This design comes from an exercise in tuning for small area on the open sky130 flow, not from production work.
In this exercise RTL edits were held to simulation tests only and were not proved equivalent to the original.
Power and IR drop assume default switching activity.

File: flow/config.mk
export PLATFORM = sky130hd
export DESIGN_NAME = av2_rx_engine
export DESIGN_NICKNAME = av2_rx_engine
export VERILOG_FILES = /design/flow/design.v
export SDC_FILE = /design/flow/constraint.sdc
export NUM_CORES = 4
export LEC_CHECK = 0
export CAP_MARGIN = 20
export CORE_MARGIN = 2
export CORE_UTILIZATION = 40
export PLACE_DENSITY = 0.6
export SLEW_MARGIN = 20
File: flow/constraint.sdc
create_clock -name core_clock -period 10.0 [get_ports {clk}]
set_input_delay 2.0000 -clock core_clock [delete_from_list [all_inputs] [get_ports {clk}]]
set_output_delay 2.0000 -clock core_clock [all_outputs]
set_load 0.01 [all_outputs]
File: flow/design.v
module av2_rx_engine (
    input  wire       clk,
    input  wire       rst,           
    input  wire       rx_valid,      
    input  wire [7:0] rx_data,
    input  wire       rx_err,        
    input  wire [7:0] rd_addr,
    output reg  [7:0] rd_data,
    output reg        ev_commit,     
    output reg  [2:0] ev_sub,
    output reg        ev_ready,      
    output reg        ev_error,      
    output reg  [3:0] ev_err_code
);
    localparam BUF_LEN = 32;                   
    localparam [7:0] EOL         = 8'hFF;
    localparam [7:0] RC_SYSTEM   = 8'h69;
    localparam [7:0] RC_INPUT    = 8'h6A;
    localparam [7:0] RC_SPEAKER  = 8'h6B;
    localparam [7:0] RC_SOFTWARE = 8'h6C;
    localparam [7:0] RC_FIRMWARE = 8'h6D;
    localparam [7:0] RC_EXTRA    = 8'h6E;
    localparam [1:0] DROP_KEEP    = 2'd0;
    localparam [1:0] DROP_OVERRUN = 2'd1;
    localparam [1:0] DROP_CHERR   = 2'd2;
    localparam [3:0] ERR_INVALID_HEADER = 4'h1;
    localparam [3:0] ERR_CHANNEL_RX     = 4'h3;
    localparam [3:0] ERR_SHORT_PAYLOAD  = 4'h6;
    localparam [3:0] ERR_RX_OVERRUN     = 4'h7;
    localparam [2:0] SUB_SYS = 3'd0;
    localparam [2:0] SUB_INP = 3'd1;
    localparam [2:0] SUB_SPK = 3'd2;
    localparam [2:0] SUB_SWV = 3'd3;
    localparam [2:0] SUB_FWV = 3'd4;
    localparam [2:0] SUB_EXT = 3'd5;
    integer i;
    reg [7:0] rx_buf [0:BUF_LEN-1];
    reg [5:0] rx_len;                           
    reg [1:0] rx_drop;
    reg [7:0] sys_flags;                        
    reg [7:0] sys_mode;                         
    reg [7:0] sys_vol;                          
    reg [7:0] sys_decode;                       
    reg [7:0] inp_label [0:9];                  
    reg       inp_panorama;                     
    reg [7:0] inp_width;                        
    reg [7:0] inp_depth;                        
    reg [2:0] spk_size [0:3];                   
    reg       spk_sub;                          
    reg       spk_units;                        
    reg [7:0] spk_dist [0:7];                   
    reg [7:0] spk_level [0:7];                  
    reg [7:0] sw_major, sw_minor;               
    reg [7:0] fw_major, fw_minor, fw_patch;     
    reg [5:0] progress;                         
    reg       ready;                            
    reg        hdr_ok;
    reg [5:0]  strip_end;       
    reg [5:0]  plen;            
    reg [7:0]  code;
    reg [5:0]  minlen;
    reg        known_code;
    reg [2:0]  sub_id;
    always @* begin
        hdr_ok = (rx_len >= 6'd5) &&
                 (rx_buf[0] == 8'h23) && (rx_buf[1] == 8'h41) &&
                 (rx_buf[2] == 8'h56) && (rx_buf[3] == 8'h32) &&
                 (rx_buf[4] == 8'h20);
        strip_end = 6'd5;
        for (i = 5; i < BUF_LEN; i = i + 1) begin
            if ((i < rx_len) &&
                !((rx_buf[i] >= 8'h09 && rx_buf[i] <= 8'h0D) || rx_buf[i] == 8'h20))
                strip_end = i + 1;
        end
        plen = strip_end - 6'd5;
        code = rx_buf[5];
        known_code = 1'b1;
        minlen     = 6'd1;
        sub_id     = SUB_EXT;
        case (code)
            RC_SYSTEM:   begin sub_id = SUB_SYS; minlen = 6'd6;  end
            RC_INPUT:    begin sub_id = SUB_INP; minlen = 6'd14; end
            RC_SPEAKER:  begin sub_id = SUB_SPK; minlen = 6'd23; end
            RC_SOFTWARE: begin sub_id = SUB_SWV; minlen = 6'd3;  end
            RC_FIRMWARE: begin sub_id = SUB_FWV; minlen = 6'd4;  end
            RC_EXTRA:    begin sub_id = SUB_EXT; minlen = 6'd1;  end
            default:     known_code = 1'b0;
        endcase
    end
    reg [3:0] dec_input;
    reg [7:0] dec_mode;
    reg [7:0] dec_label [0:9];
    reg [2:0] dec_size  [0:3];
    reg [7:0] dec_level [0:7];
    reg [7:0] lvl_raw;
    always @* begin
        if (rx_buf[7][3:0] >= 4'd1 && rx_buf[7][3:0] <= 4'd11)
            dec_input = rx_buf[7][3:0];
        else
            dec_input = 4'd0;
        if (rx_buf[10] <= 8'd23 || (rx_buf[10] >= 8'd48 && rx_buf[10] <= 8'd55))
            dec_mode = rx_buf[10];
        else
            dec_mode = 8'hFF;
        for (i = 0; i < 10; i = i + 1) begin
            if (rx_buf[6+i] <= 8'd20)
                dec_label[i] = rx_buf[6+i];
            else
                dec_label[i] = 8'hFF;
        end
        for (i = 0; i < 4; i = i + 1) begin
            if (rx_buf[6+i] >= 8'd1 && rx_buf[6+i] <= 8'd4)
                dec_size[i] = rx_buf[6+i][2:0];
            else
                dec_size[i] = 3'd0;
        end
        for (i = 0; i < 8; i = i + 1) begin
            lvl_raw = (rx_buf[20+i] > 8'd60) ? 8'd60 : rx_buf[20+i];
            dec_level[i] = lvl_raw - 8'd30;
        end
    end
    always @(posedge clk) begin
        ev_commit   <= 1'b0;
        ev_sub      <= 3'd0;
        ev_ready    <= 1'b0;
        ev_error    <= 1'b0;
        ev_err_code <= 4'd0;
        if (rst) begin
            rx_len       <= 6'd0;
            rx_drop      <= DROP_KEEP;
            sys_flags    <= 8'd0;
            sys_mode     <= 8'd0;
            sys_vol      <= 8'd0;
            sys_decode   <= 8'hFF;
            for (i = 0; i < 10; i = i + 1) inp_label[i] <= 8'd0;
            inp_panorama <= 1'b0;
            inp_width    <= 8'd0;
            inp_depth    <= 8'd0;
            for (i = 0; i < 4; i = i + 1) spk_size[i] <= 3'd0;
            spk_sub      <= 1'b0;
            spk_units    <= 1'b0;
            for (i = 0; i < 8; i = i + 1) spk_dist[i]  <= 8'd0;
            for (i = 0; i < 8; i = i + 1) spk_level[i] <= 8'd0;
            sw_major     <= 8'd0;
            sw_minor     <= 8'd0;
            fw_major     <= 8'd0;
            fw_minor     <= 8'd0;
            fw_patch     <= 8'd0;
            progress     <= 6'd0;
            ready        <= 1'b0;
        end else if (rx_err) begin
            ev_error    <= 1'b1;
            ev_err_code <= ERR_CHANNEL_RX;
            rx_len      <= 6'd0;
            rx_drop     <= DROP_CHERR;
        end else if (rx_valid && rx_data != EOL) begin
            if (rx_drop == DROP_KEEP) begin
                if (rx_len < BUF_LEN) begin
                    rx_buf[rx_len[4:0]] <= rx_data;
                    rx_len <= rx_len + 6'd1;
                end else begin
                    rx_drop <= DROP_OVERRUN;
                end
            end
        end else if (rx_valid) begin
            rx_len  <= 6'd0;
            rx_drop <= DROP_KEEP;
            if (rx_drop == DROP_OVERRUN) begin
                ev_error    <= 1'b1;
                ev_err_code <= ERR_RX_OVERRUN;
            end else if (rx_drop == DROP_KEEP) begin
                if (!hdr_ok) begin
                    ev_error    <= 1'b1;
                    ev_err_code <= ERR_INVALID_HEADER;
                end else if (plen != 6'd0 && known_code) begin
                    if (plen < minlen) begin
                        ev_error    <= 1'b1;
                        ev_err_code <= ERR_SHORT_PAYLOAD;
                    end else begin
                        case (sub_id)
                            SUB_SYS: begin
                                sys_flags  <= rx_buf[6];
                                sys_mode   <= {rx_buf[7][7:4], dec_input};
                                sys_vol    <= rx_buf[8];
                                sys_decode <= dec_mode;
                            end
                            SUB_INP: begin
                                for (i = 0; i < 10; i = i + 1)
                                    inp_label[i] <= dec_label[i];
                                inp_panorama <= (rx_buf[16] != 8'd0);
                                inp_width    <= rx_buf[17];
                                inp_depth    <= rx_buf[18];
                            end
                            SUB_SPK: begin
                                for (i = 0; i < 4; i = i + 1)
                                    spk_size[i] <= dec_size[i];
                                spk_sub   <= (rx_buf[10] != 8'd0);
                                spk_units <= (rx_buf[11] != 8'd0);
                                for (i = 0; i < 8; i = i + 1)
                                    spk_dist[i] <= rx_buf[12+i];
                                for (i = 0; i < 8; i = i + 1)
                                    spk_level[i] <= dec_level[i];
                            end
                            SUB_SWV: begin
                                sw_major <= rx_buf[6];
                                sw_minor <= rx_buf[7];
                            end
                            SUB_FWV: begin
                                fw_major <= rx_buf[6];
                                fw_minor <= rx_buf[7];
                                fw_patch <= rx_buf[8];
                            end
                            default: ;
                        endcase
                        progress[sub_id] <= 1'b1;
                        ev_commit <= 1'b1;
                        ev_sub    <= sub_id;
                        if (!ready &&
                            ((progress | (6'd1 << sub_id)) & 6'b011111) == 6'b011111) begin
                            ready    <= 1'b1;
                            ev_ready <= 1'b1;
                        end
                    end
                end
            end
        end
    end
    always @* begin
        rd_data = 8'h00;
        case (rd_addr)
            8'h00: rd_data = {ready, 1'b0, progress};
            8'h10: rd_data = sys_flags;
            8'h11: rd_data = sys_mode;
            8'h12: rd_data = sys_vol;
            8'h13: rd_data = sys_decode;
            8'h20, 8'h21, 8'h22, 8'h23, 8'h24,
            8'h25, 8'h26, 8'h27, 8'h28, 8'h29:
                   rd_data = inp_label[rd_addr[3:0]];
            8'h2A: rd_data = {7'd0, inp_panorama};
            8'h2B: rd_data = inp_width;
            8'h2C: rd_data = inp_depth;
            8'h30, 8'h31, 8'h32, 8'h33:
                   rd_data = {5'd0, spk_size[rd_addr[1:0]]};
            8'h34: rd_data = {6'd0, spk_units, spk_sub};
            8'h38, 8'h39, 8'h3A, 8'h3B, 8'h3C, 8'h3D, 8'h3E, 8'h3F:
                   rd_data = spk_dist[rd_addr[2:0]];
            8'h40, 8'h41, 8'h42, 8'h43, 8'h44, 8'h45, 8'h46, 8'h47:
                   rd_data = spk_level[rd_addr[2:0]];
            8'h50: rd_data = sw_major;
            8'h51: rd_data = sw_minor;
            8'h58: rd_data = fw_major;
            8'h59: rd_data = fw_minor;
            8'h5A: rd_data = fw_patch;
            default: rd_data = 8'h00;
        endcase
    end
endmodule
File: flow/run.sh
#!/bin/bash
# synth_recipe.tcl (not shown) runs the flow's synth.tcl, then flattens the netlist and writes it again
# the make line also repeats each setting of config.mk as NAME=value (left out here)
make -C /OpenROAD-flow-scripts/flow DESIGN_CONFIG=/design/flow/config.mk WORK_HOME=/design/flow/orfs CLKGATE_MAP_FILE= SYNTH_SCRIPT=/design/flow/synth_recipe.tcl finish
==> results.txt <==
## worst reg2reg max path: cells and delay by family, from the launching register on
family	cells	cell delay, ns
multiplexers	1	0.40
AND/OR/NAND/NOR	7	2.23
adder cells (fa/ha/maj)	1	0.30
XOR/XNOR	1	0.16
buffers and inverters	3	0.95
AO/OA/AOI/OAI	8	2.04
flip-flops	1	0.86
## logic make-up (layout without fill, tap and decap cells)
kind of cell / after synthesis / count (layout) / share of synthesized area, %
mux: 309 / 309 / 12.1
fa+ha+maj: 25 / 25 / 1.14
compound gates: 501 / 501 / 12.2
xor+xnor: 17 / 17 / 0.542
other cells: 1 / 1 / 0.0136
simple gates: 1038 / 1038 / 18.2
buf+inv: 214 / 241 / 3.37
flops: 591 / 591 / 52.4
## registers in the layout (all words and copies together) (netlist names), 2 cells and up
register and cells:
inp_depth 8, fw_minor 8, spk_dist 64, ev_sub 3
rx_buf 256, sys_decode 8, progress 6, sys_vol 8
sw_major 8, rx_len 6, sys_mode 8, sys_flags 8
fw_patch 8, inp_label 80, ev_err_code 3, inp_width 8
rx_drop 2, sw_minor 8, spk_size 12, fw_major 8
spk_level 64
## Yosys cell counts, drive strengths merged (25+ instances only)
library cell,n,area [sq um]
nand4,39,244
inv,50,188
a22oi,32,240
nor2,209,785
nand3,38,190
o21ai,171,856
buf,48,303
nand2,436,1640
mux2i,241,2410
nor3,56,285
mux2,54,608
clkbuf,115,432
dfxtp,335,6710
edfxtp,256,7690
a21oi,78,390
nor2b,64,400
ha,25,313
## stage by stage
stage / hold WS [ns] / cell area [sq um] / cells / setup slack, ns / util, %
6_report: 0.456 / 30600 / 3605 / 2.21 / 44.8
5_1_grt: 0.466 / 30600 / 3605 / 1.98 / 44.8
4_1_cts: 0.458 / 30600 / 3605 / 2.29 / 44.8
3_5_place_dp: 0.443 / 28500 / 3488 / 2.29 / 41.7
3_3_place_gp: 0.441 / 28500 / 3488 / 2.31 / 41.6
2_1_floorplan: 0.430 / 27500 / 2696 / 3.96 / -
## final cells by class
type | count | area (sq um)
clock buffers | 90 | 1830
clock inverters | 27 | 313
fillers | 6314 | 37700
inverters | 51 | 199
multi-input cells | 1891 | 12200
flip-flops and latches | 591 | 14400
well taps | 882 | 1100
repair buffers | 73 | 593
## worst max path at each step
stage | cells past startpoint | endpoint | slack (ns)
floorplan | 11 | rd_data[6] | 3.96
global placement | 12 | rd_data[1] | 2.31
detailed placement | 12 | rd_data[6] | 2.29
CTS | 12 | rd_data[6] | 2.29
global route | 12 | rd_data[6] | 1.98
finish | 12 | rd_data[1] | 2.21
## power breakdown
part           leakage, nW  internal (mW)  switching (mW)
Combinational         4.29         0.0369           0.140
Sequential            5.00           2.52         0.00123
Clock                 1.05           1.45            1.00
## layer usage
layer | track usage, % | up-vias
met5 | 0 | -
met2 | 39.2 | 905
met1 | 35.8 | 10800
met3 | 4.12 | 193
met4 | 9.55 | 0
li1 | - | 9827
==> metrics.md <==
| Metric | Value |
|---|---|
| Mapped cell area | 0.0275 sq mm |
| # hold bufs at CTS | 0 |
| Placer Congestion | 0.964 |
| TNS Setup | 0 ns |
| Max-Slew Margin vs Limit | 24.0% |
| Share of cells above drive strength 1 | 9.33% |
| Critical-path cell list | clkdlybuf4s50_1, buf_4, inv_1, nand2_1, or3_1, or4_1, nor2_1, a22oi_1, nand4_1, nor3_1, o21ai_0, clkdlybuf4s50_1 |
| Largest net degree at the start of global routing | 190 |
| CTS buffer count | 66 |
| H-tree depth | 3 |
| Synth unique cells | 90 |
| Met3 WL post-DR | 6560 um |
| Clock buffer depth | 3 |
| Final #Nets | 2719 |
| Worst-Skew Late Latency | 0.62 ns |
| Worst Min Path Start | spk_dist[7][3] |
| Chip Width | 266 um |
| CP Launch Type | primary input |
| Via density | 6.04 |
| Syn avg cell area | 10.2 sq um |
| Area delta synth->final | 11.4% |
| Hold Path End | spk_dist[7][3] |
| Most used cell, CP | clkdlybuf4s50_1 |
| Slowest-stage cell, CP | clkdlybuf4s50_1 |
| Sequential area share after synthesis | 52.4% |
| Post-CTS Setup Inserts | 0 |
| Dominant synthesized flop cell | dfxtp_1 |
| FF-to-FF path depth | 21 |
| Post-route minimum period | 7.79 ns |
| Most frequent cells in the layout | 436 x nand2_1, 335 x dfxtp_1, 256 x edfxtp_1 |
| Hold WC Path Type | register to register |
| Warnings from Yosys | 8 |
| Max stage delay on crit path | 0.62 ns |
| Routed Antenna Nets | 0 |
| Crit Path Category | primary input to output port |
| Max-cap violations | 0 |
| Number of cell rows | 96 |
| M1 WL | 40500 um |
| Worst-margin pin slew | 1.14 ns |
| Slew Viols, Final | 0 |
| WP data required | 8.00 ns |
| Vias in the first global route | 20600 |
| R2R Setup Slk | 2.93 ns |
| Mapped Nets | 2741 |
| Hold Crit Depth | 2 |
| Final WL | 90900 um |
| Chip height | 266 um |
| Clock skew | 0.0394 ns |
| Initial antenna violation count | 2 |
| CTS tree | done |
| Routed wl met2 | 40200 um |
| RSZ-0062 raised after global routing | no |
| Worst EP arrival | 5.79 ns |
| Final Power | 5.14 mW |
| Post-CTS Resized | 0 |
| Leak | 10.3 nW |
| Initial core utilization | 40.2% |
| Seq cells post-synth | 591 |
| Most common cell after layout, fill and taps aside | nand2_1 |
| Total GRT Usage | 25.4% |
| Crit share post-route | 77.9% |
| Crit. Startpoint | rd_addr[3] |
| DP Wirelength | 61800 um |
| DRC | 0 |
| Ant diodes | 0 |
| Worst-path fanout max | 33 |
| # IOs | 38 |
| CTS Sinks | 591 |
| Vias post-DR | 21800 |
| Detailed Routing Iterations Pass 1 | 6 |
| Reg-to-reg endpoint | spk_level[4][7] |
| Clock transition at path regs | 0.05 ns |
| Critical path endpoint category | output port |
| Family with the most delay on the worst path | simple AND/OR/NAND/NOR gates |
| Wire length per cell | 25.2 um |
| Uppermost layer routed | met4 |
| Worst Path Buf+Inv | 4 |
| Drt first-iter violations | 2343 |
| Grt ovf | 0 |
| First-pass GRT wire length | 134000 um |
| Die area | 0.0708 sq mm |
| Final Hold Viols | 0 |
| Core footprint | 0.0683 sq mm |
| Worst r2r src | rx_len[2] |
| Clock root buffer | clkbuf_16 |
| Synth async-reset ratio | 0% |
| Power density cells | 168 mW/mm^2 |
| Buffers added on ports | 36 |
| VDD IR-drop max | 0.132 mV |
| Cells after synthesis | 2696 |
| Post-synth EDFFs | 256 |
| Final Setup Violations | 0 |
| Outcome | finished clean |
| Max frequency | 128 MHz |

-- port drivers added, routing unchanged --
Ports are ideal in the flow. The routed layout listed here was re-timed in OpenROAD. Step 1 assumes that a clkbuf_16 drives the clock port and a buf_2 every other input. Step 2 moves the port delays by t, midway between the first and last clock arrival at a register: inputs arrive t later, outputs are due t later. That takes back most of the time a late clock gives input paths. a / b / c = ideal / step 1 / step 2; a / b = the first two.
shift t [ns]: 0.658
slack for setup (ns): 2.208 / 2.186 / 2.186
latest minus earliest clock arrival (ns): 0.039 / 0.040
worst data-port slew with drivers (ns): 0.07
After both steps setup and hold are still met in this run. For this run, drivers alone change the setup slack by -0.022 ns; drivers and shift together by -0.022 ns.
